Background: an optimization exercise with open tools, aiming at small area, a short achievable clock period and few clock cycles per item. Do not read the settings as production practice. Power figures rest on the tool's default switching activity, not on a simulated workload.

run a:
==> flow/design.v <==
module qsearch_mb (
    input  wire        clk,
    input  wire        rst,         
    input  wire        in_valid,
    output wire        in_ready,
    input  wire [15:0] in_coef,     
    input  wire        in_mode,     
    output wire        out_valid,
    input  wire        out_ready,
    output wire [3:0]  out_qno,     
    output wire        out_fit,     
    output wire [11:0] out_cost,    
    output wire [11:0] out_cls      
);
    reg         rdy;               
    reg         v0;
    reg  [15:0] c0;
    reg         m0;
    assign in_ready = rdy;
    always @(posedge clk) begin
        v0 <= in_valid && rdy && !rst;
        c0 <= in_coef;
        m0 <= in_mode;
    end
    reg  [5:0]  cnt;               
    reg  [2:0]  blk;
    reg         bmode;
    reg         g11, g23, g35;     
    reg  [2:0]  ucat [0:12];       
    reg         dc1;               
    reg         f1;                
    reg         e1;                
    reg  [2:0]  blke;              
    reg         eob2;              
    localparam [16*13-1:0] ROWS = {
        16'h5544,    
        16'h5443,    
        16'h2111,    
        16'h1111,    
        16'h4433,    
        16'h4332,    
        16'h3322,    
        16'h3221,    
        16'h2211,    
        16'h2110,    
        16'h1100,    
        16'h1000,    
        16'h0000     
    };
    wire        neg  = c0[15];
    wire [15:0] y    = c0 ^ {16{neg}};
    wire        ac0  = v0 && (cnt != 6'd0);
    wire        md   = (cnt == 6'd0) ? m0 : bmode;
    wire [1:0]  zone = md ? cnt[1:0] : cnt[5:4];
    function ge(input [15:0] yy, input nn, input [15:0] t);
        ge = (yy >= t) || (nn && yy == t - 16'd1);
    endfunction
    localparam [2:0] C_Z = 3'd0, C_A1 = 3'd1, C_A2 = 3'd3, C_A3 = 3'd2,
                     C_A4 = 3'd6, C_BAD = 3'd7, C_NOP = 3'd4;
    function [2:0] cat_of(input [15:0] yy, input nn, input [2:0] s);
        begin
            if (ge(yy, nn, 16'd256 << s))     cat_of = C_BAD;
            else if (ge(yy, nn, 16'd4 << s)) cat_of = C_A4;
            else if (ge(yy, nn, 16'd3 << s)) cat_of = C_A3;
            else if (ge(yy, nn, 16'd2 << s)) cat_of = C_A2;
            else if (ge(yy, nn, 16'd1 << s)) cat_of = C_A1;
            else                             cat_of = C_Z;
        end
    endfunction
    wire [2:0]  cat_s [0:5];
    genvar sg;
    generate
        for (sg = 0; sg < 6; sg = sg + 1) begin : shs
            assign cat_s[sg] = cat_of(y, neg, sg);
        end
    endgenerate
    integer k;
    always @(posedge clk) begin
        if (rst) begin
            cnt  <= 6'd0;
            blk  <= 3'd0;
            e1   <= 1'b0;
            eob2 <= 1'b0;
        end else begin
            if (v0) begin
                cnt <= cnt + 6'd1;
                if (cnt == 6'd63) blk <= (blk == 3'd5) ? 3'd0 : blk + 3'd1;
            end
            e1   <= v0 && (cnt == 6'd63);
            eob2 <= e1;
        end
        if (v0 && cnt == 6'd0) bmode <= m0;
        if (v0 && cnt == 6'd1) begin
            g11 <= ge(y, neg, 16'd12);
            g23 <= ge(y, neg, 16'd24);
            g35 <= ge(y, neg, 16'd36);
        end else if (ac0) begin
            g11 <= g11 | ge(y, neg, 16'd12);
            g23 <= g23 | ge(y, neg, 16'd24);
            g35 <= g35 | ge(y, neg, 16'd36);
        end
        if (v0 && cnt == 6'd63) blke <= blk;
        for (k = 0; k < 13; k = k + 1)
            ucat[k] <= ac0 ? cat_s[ROWS[16*k + 4*zone +: 3]] : C_NOP;
        dc1   <= v0 && (cnt == 6'd0);
        f1    <= v0 && (cnt == 6'd1);
    end
    wire [6:0]  u_acc [0:12];
    wire        u_ovf [0:12];
    genvar u;
    generate
        for (u = 0; u < 13; u = u + 1) begin : unit
            reg  [6:0] acc;
            reg  [1:0] run;        
            reg        ovf;        
            reg  [2:0] c;
            reg  [4:0] tok;
            reg  [1:0] run_n;
            reg        bad;
            wire [6:0] base = f1 ? 7'd31 : acc;
            wire       ovfb = !f1 && ovf;
            wire [7:0] sum;
            wire [5:0] cy;
            assign cy[0] = 1'b0;
            genvar b;
            for (b = 0; b < 5; b = b + 1) begin : rc
                assign sum[b]  = base[b] ^ tok[b] ^ cy[b];
                assign cy[b+1] = (base[b] & tok[b]) | (cy[b] & (base[b] ^ tok[b]));
            end
            wire [2:0] hi1 = {1'b0, base[6:5]} + 3'd1;
            assign sum[7:5] = cy[5] ? hi1 : {1'b0, base[6:5]};
            always @(*) begin
                c     = ucat[u];
                tok   = 5'd0;
                run_n = 2'd0;
                bad   = 1'b0;
                case (c)
                    C_Z: run_n = (run == 2'd3) ? 2'd3 : run + 2'd1;
                    C_A1: case (run)
                              2'd0: tok = 5'd3;  2'd1: tok = 5'd5;
                              2'd2: tok = 5'd6;  default: tok = 5'd16;
                          endcase
                    C_A2: case (run)
                              2'd0: tok = 5'd4;  2'd1: tok = 5'd11;
                              default: tok = 5'd17;
                          endcase
                    C_A3: case (run)
                              2'd0: tok = 5'd5;  2'd1: tok = 5'd12;
                              default: tok = 5'd18;
                          endcase
                    C_A4: case (run)
                              2'd0: tok = 5'd16; 2'd1: tok = 5'd23;
                              default: tok = 5'd29;
                          endcase
                    C_BAD: bad = 1'b1;
                    default: run_n = run;
                endcase
            end
            always @(posedge clk) begin
                acc <= sum[6:0];
                run <= dc1 ? 2'd0 : run_n;
                ovf <= ovfb | sum[7] | bad;
            end
            assign u_acc[u] = acc;
            assign u_ovf[u] = ovf;
        end
    endgenerate
    localparam [4*9-1:0] CQ = {4'd1, 4'd3, 4'd5, 4'd7, 4'd9, 4'd11, 4'd13, 4'd14, 4'd15};
    localparam [4*9-1:0] CN = {4'd8, 4'd7, 4'd6, 4'd5, 4'd4, 4'd3, 4'd2, 4'd1, 4'd0};
    localparam [4*9-1:0] CC = {4'd12, 4'd11, 4'd8, 4'd7, 4'd6, 4'd5, 4'd4, 4'd10, 4'd9};
    reg  [9:0]  tot [0:8];
    reg  [8:0]  fit;
    reg  [11:0] cls;
    reg         pend;              
    reg         eob3;              
    reg         sel_cl, sel_nl;    
    reg         sel_ch, sel_nh;    
    wire [1:0]  bcls   = g35 ? 2'd3 : g23 ? 2'd2 : g11 ? 2'd1 : 2'd0;
    wire        chroma = blke[2];
    reg         r1;                
    reg         ofree;             
    wire        cap    = pend && ofree;    
    wire        tinit  = cap || r1;        
    genvar n;
    generate
        for (n = 0; n < 9; n = n + 1) begin : cand
            wire [6:0] an  = u_acc[CN[4*n +: 4]];
            wire [6:0] ac  = u_acc[CC[4*n +: 4]];
            wire [4:0] alo = ({5{sel_cl}} & ac[4:0]) | ({5{sel_nl}} & an[4:0]);
            wire [1:0] ahi = ({2{sel_ch}} & ac[6:5]) | ({2{sel_nh}} & an[6:5]);
            wire       bad = (sel_ch && (u_ovf[CC[4*n +: 4]] || (chroma && ac[6] && ac[5]))) ||
                             (sel_nh && (u_ovf[CN[4*n +: 4]] || (chroma && an[6] && an[5])));
            reg        cs;
            wire [4:0] slo, shi;
            wire [5:0] cl, ch;
            wire [4:0] bhi = {3'd0, ahi};
            assign cl[0] = 1'b0;
            assign ch[0] = cs;
            genvar b;
            for (b = 0; b < 5; b = b + 1) begin : rc
                assign slo[b]   = tot[n][b] ^ alo[b] ^ cl[b];
                assign cl[b+1]  = (tot[n][b] & alo[b]) | (cl[b] & (tot[n][b] ^ alo[b]));
                assign shi[b]   = tot[n][5+b] ^ bhi[b] ^ ch[b];
                assign ch[b+1]  = (tot[n][5+b] & bhi[b]) | (ch[b] & (tot[n][5+b] ^ bhi[b]));
            end
            always @(posedge clk) begin
                cs <= cl[5];
                if (tinit) begin
                    tot[n] <= 10'd862;
                    fit[n] <= 1'b1;
                end else begin
                    tot[n] <= {shi, slo};
                    fit[n] <= fit[n] && !bad;
                end
            end
        end
    endgenerate
    reg         ov;
    reg  [3:0]  r_qno;
    reg         r_fit;
    reg  [9:0]  r_cost;
    reg  [3:0]  s_qno;
    reg  [9:0]  s_cost;
    integer j;
    always @(*) begin
        s_qno  = 4'd0;
        s_cost = 10'd0;
        for (j = 8; j >= 0; j = j - 1)
            if (fit[j]) begin
                s_qno  = CQ[4*j +: 4];
                s_cost = tot[j];
            end
    end
    always @(posedge clk) begin
        if (eob2) cls[2*blke +: 2] <= bcls;
        r1 <= rst;
        eob3 <= eob2 && !rst;
        sel_cl <= e1 && g35 && !rst;
        sel_nl <= e1 && !g35 && !rst;
        sel_ch <= sel_cl && !rst;
        sel_nh <= sel_nl && !rst;
        if (cap) begin
            r_qno  <= s_qno;
            r_fit  <= |fit;
            r_cost <= s_cost;
        end
        if (rst) begin
            pend  <= 1'b0;
            ov    <= 1'b0;
            ofree <= 1'b1;
            rdy   <= 1'b1;
        end else begin
            if (eob3 && blke == 3'd5) pend <= 1'b1;
            else if (ofree)           pend <= 1'b0;
            ov    <= ov ? !out_ready : pend;
            ofree <= ofree ? !pend : out_ready;
            rdy   <= !((pend || !ofree) && (blk == 3'd0) && (cnt[5:2] == 4'b1111));
        end
    end
    assign out_valid = ov;
    assign out_qno   = r_qno;
    assign out_fit   = r_fit;
    assign out_cost  = {2'd0, r_cost};
    assign out_cls   = cls;
endmodule
==> flow/config.mk <==
export PLATFORM = sky130hd
export DESIGN_NAME = qsearch_mb
export DESIGN_NICKNAME = qsearch_mb
export VERILOG_FILES = /design/flow/design.v
export SDC_FILE = /design/flow/constraint.sdc
export NUM_CORES = 4
export LEC_CHECK = 0
export CAP_MARGIN = 20
export CORE_MARGIN = 2
export CORE_UTILIZATION = 60
export CTS_CLUSTER_DIAMETER = 120
export CTS_CLUSTER_SIZE = 24
export SLEW_MARGIN = 30
export SYNTH_MEMORY_MAX_BITS = 8192
export BUFFER_PORTS_ARGS = -buffer_cell sky130_fd_sc_hd__buf_2
==> flow/constraint.sdc <==
create_clock -name core_clock -period 12.5 [get_ports {clk}]
set_input_delay 2.5000 -clock core_clock [delete_from_list [all_inputs] [get_ports {clk}]]
set_output_delay 2.5000 -clock core_clock [all_outputs]
set_load 0.01 [all_outputs]
standard.sh (not shown) runs the stock make flow with config.mk's settings and CLKGATE_MAP_FILE= SYNTH_SCRIPT=/design/flow/synth_recipe.tcl, a recipe that flattens the netlist after the stock synthesis.
==> flow/flow/run.sh <==
#!/bin/bash
# Standard layout, with the port buffers made of plain buffers
# (sky130_fd_sc_hd__buf_2) instead of the delay buffers buffer_ports picks.
set -euo pipefail
echo 'export BUFFER_PORTS_ARGS = -buffer_cell sky130_fd_sc_hd__buf_2' >> "$FLOW_CONFIG"
bash standard.sh > standard.log 2>&1
Setup changes, run a to run b
--- a/flow/design.v
+++ b/flow/design.v
@@ -173,8 +173,7 @@
     reg  [11:0] cls;
     reg         pend;              
     reg         eob3;              
-    reg         sel_cl, sel_nl;    
-    reg         sel_ch, sel_nh;    
+    reg         sel35;             
     wire [1:0]  bcls   = g35 ? 2'd3 : g23 ? 2'd2 : g11 ? 2'd1 : 2'd0;
     wire        chroma = blke[2];
     reg         r1;                
@@ -184,12 +183,10 @@
     genvar n;
     generate
         for (n = 0; n < 9; n = n + 1) begin : cand
-            wire [6:0] an  = u_acc[CN[4*n +: 4]];
-            wire [6:0] ac  = u_acc[CC[4*n +: 4]];
-            wire [4:0] alo = ({5{sel_cl}} & ac[4:0]) | ({5{sel_nl}} & an[4:0]);
-            wire [1:0] ahi = ({2{sel_ch}} & ac[6:5]) | ({2{sel_nh}} & an[6:5]);
-            wire       bad = (sel_ch && (u_ovf[CC[4*n +: 4]] || (chroma && ac[6] && ac[5]))) ||
-                             (sel_nh && (u_ovf[CN[4*n +: 4]] || (chroma && an[6] && an[5])));
+            wire [4:0] alo = g35 ? u_acc[CC[4*n +: 4]][4:0] : u_acc[CN[4*n +: 4]][4:0];
+            wire [1:0] ahi = sel35 ? u_acc[CC[4*n +: 4]][6:5] : u_acc[CN[4*n +: 4]][6:5];
+            wire       o   = sel35 ? u_ovf[CC[4*n +: 4]] : u_ovf[CN[4*n +: 4]];
+            wire       ok  = !o && !(chroma && ahi[1] && ahi[0]);
             reg        cs;
             wire [4:0] slo, shi;
             wire [5:0] cl, ch;
@@ -204,13 +201,18 @@
                 assign ch[b+1]  = (tot[n][5+b] & bhi[b]) | (ch[b] & (tot[n][5+b] ^ bhi[b]));
             end
             always @(posedge clk) begin
-                cs <= cl[5];
                 if (tinit) begin
                     tot[n] <= 10'd862;
                     fit[n] <= 1'b1;
                 end else begin
-                    tot[n] <= {shi, slo};
-                    fit[n] <= fit[n] && !bad;
+                    if (eob2) begin
+                        tot[n][4:0] <= slo;
+                        cs          <= cl[5];
+                    end
+                    if (eob3) begin
+                        tot[n][9:5] <= shi;
+                        fit[n]      <= fit[n] && ok;
+                    end
                 end
             end
         end
@@ -235,10 +237,7 @@
         if (eob2) cls[2*blke +: 2] <= bcls;
         r1 <= rst;
         eob3 <= eob2 && !rst;
-        sel_cl <= e1 && g35 && !rst;
-        sel_nl <= e1 && !g35 && !rst;
-        sel_ch <= sel_cl && !rst;
-        sel_nh <= sel_nl && !rst;
+        if (eob2) sel35 <= g35;
         if (cap) begin
             r_qno  <= s_qno;
             r_fit  <= |fit;
## What came out
- Number of global-route vias before repair came out higher on run b than on run a.
- Looking at signed area change from the synthesized netlist to the final layout across run b and run a, the one that comes out higher is run a.
- The core of run b is less densely filled than that of run a.
- Comparing run b against run a, there is no change at all in non-clock buffer count.
- Summary: power dissipated in the clock network, run b worse than run a
- Of run b and run a, run a shows the lower synthesized instance count, with run b above it.
- Between run a and run b, the effective utilization at floorplan figures differ only marginally.
- Run b finished end to end and its layout was clean on timing, DRC and antenna.
- Compound-cell area share of the yosys netlist, run b and run a, higher one = run a.
- Higher post-layout minimum cycle time was reported by run b, not run a.
- Depth of the worst hold-timing path, run b and run a: smaller value in run b
- [diff] slack of the critical path, run b relative to run a: regression
- Worst clock skew: run b worse than run a
- Going from run a to run b, the wire length was found to have gone up by about 8%.
Function was not checked in any run of this note: the RTL went through the layout flow alone.

## separate check: timing with driven ports
How much do the figures lean on ideal ports? The routed layouts below were timed once more, with nothing changed but the port constraints. Step 1 sets driving cells, clkbuf_16 on the clock port and buf_2 on the other inputs (assumed; they add their load-dependent delay and slew). Step 2 also shifts input and output timing later by t, the mid clock arrival at the registers, as if the neighbouring blocks saw the same clock. Slacks: ideal ports / drivers / drivers and shift; pairs: ideal ports / drivers.
| run | shift t [ns] | setup WS [ns] | clock arrival spread, ns | worst register clock-pin slew, ns |
|---|---|---|---|---|
| run a | 0.574 | 8.888 / 8.836 / 9.156 | 0.017 / 0.018 | 0.10 / 0.10 |
| run b | 0.587 | 8.878 / 8.823 / 8.997 | 0.039 / 0.039 | 0.10 / 0.10 |
After both steps setup and hold are still met in every run listed.
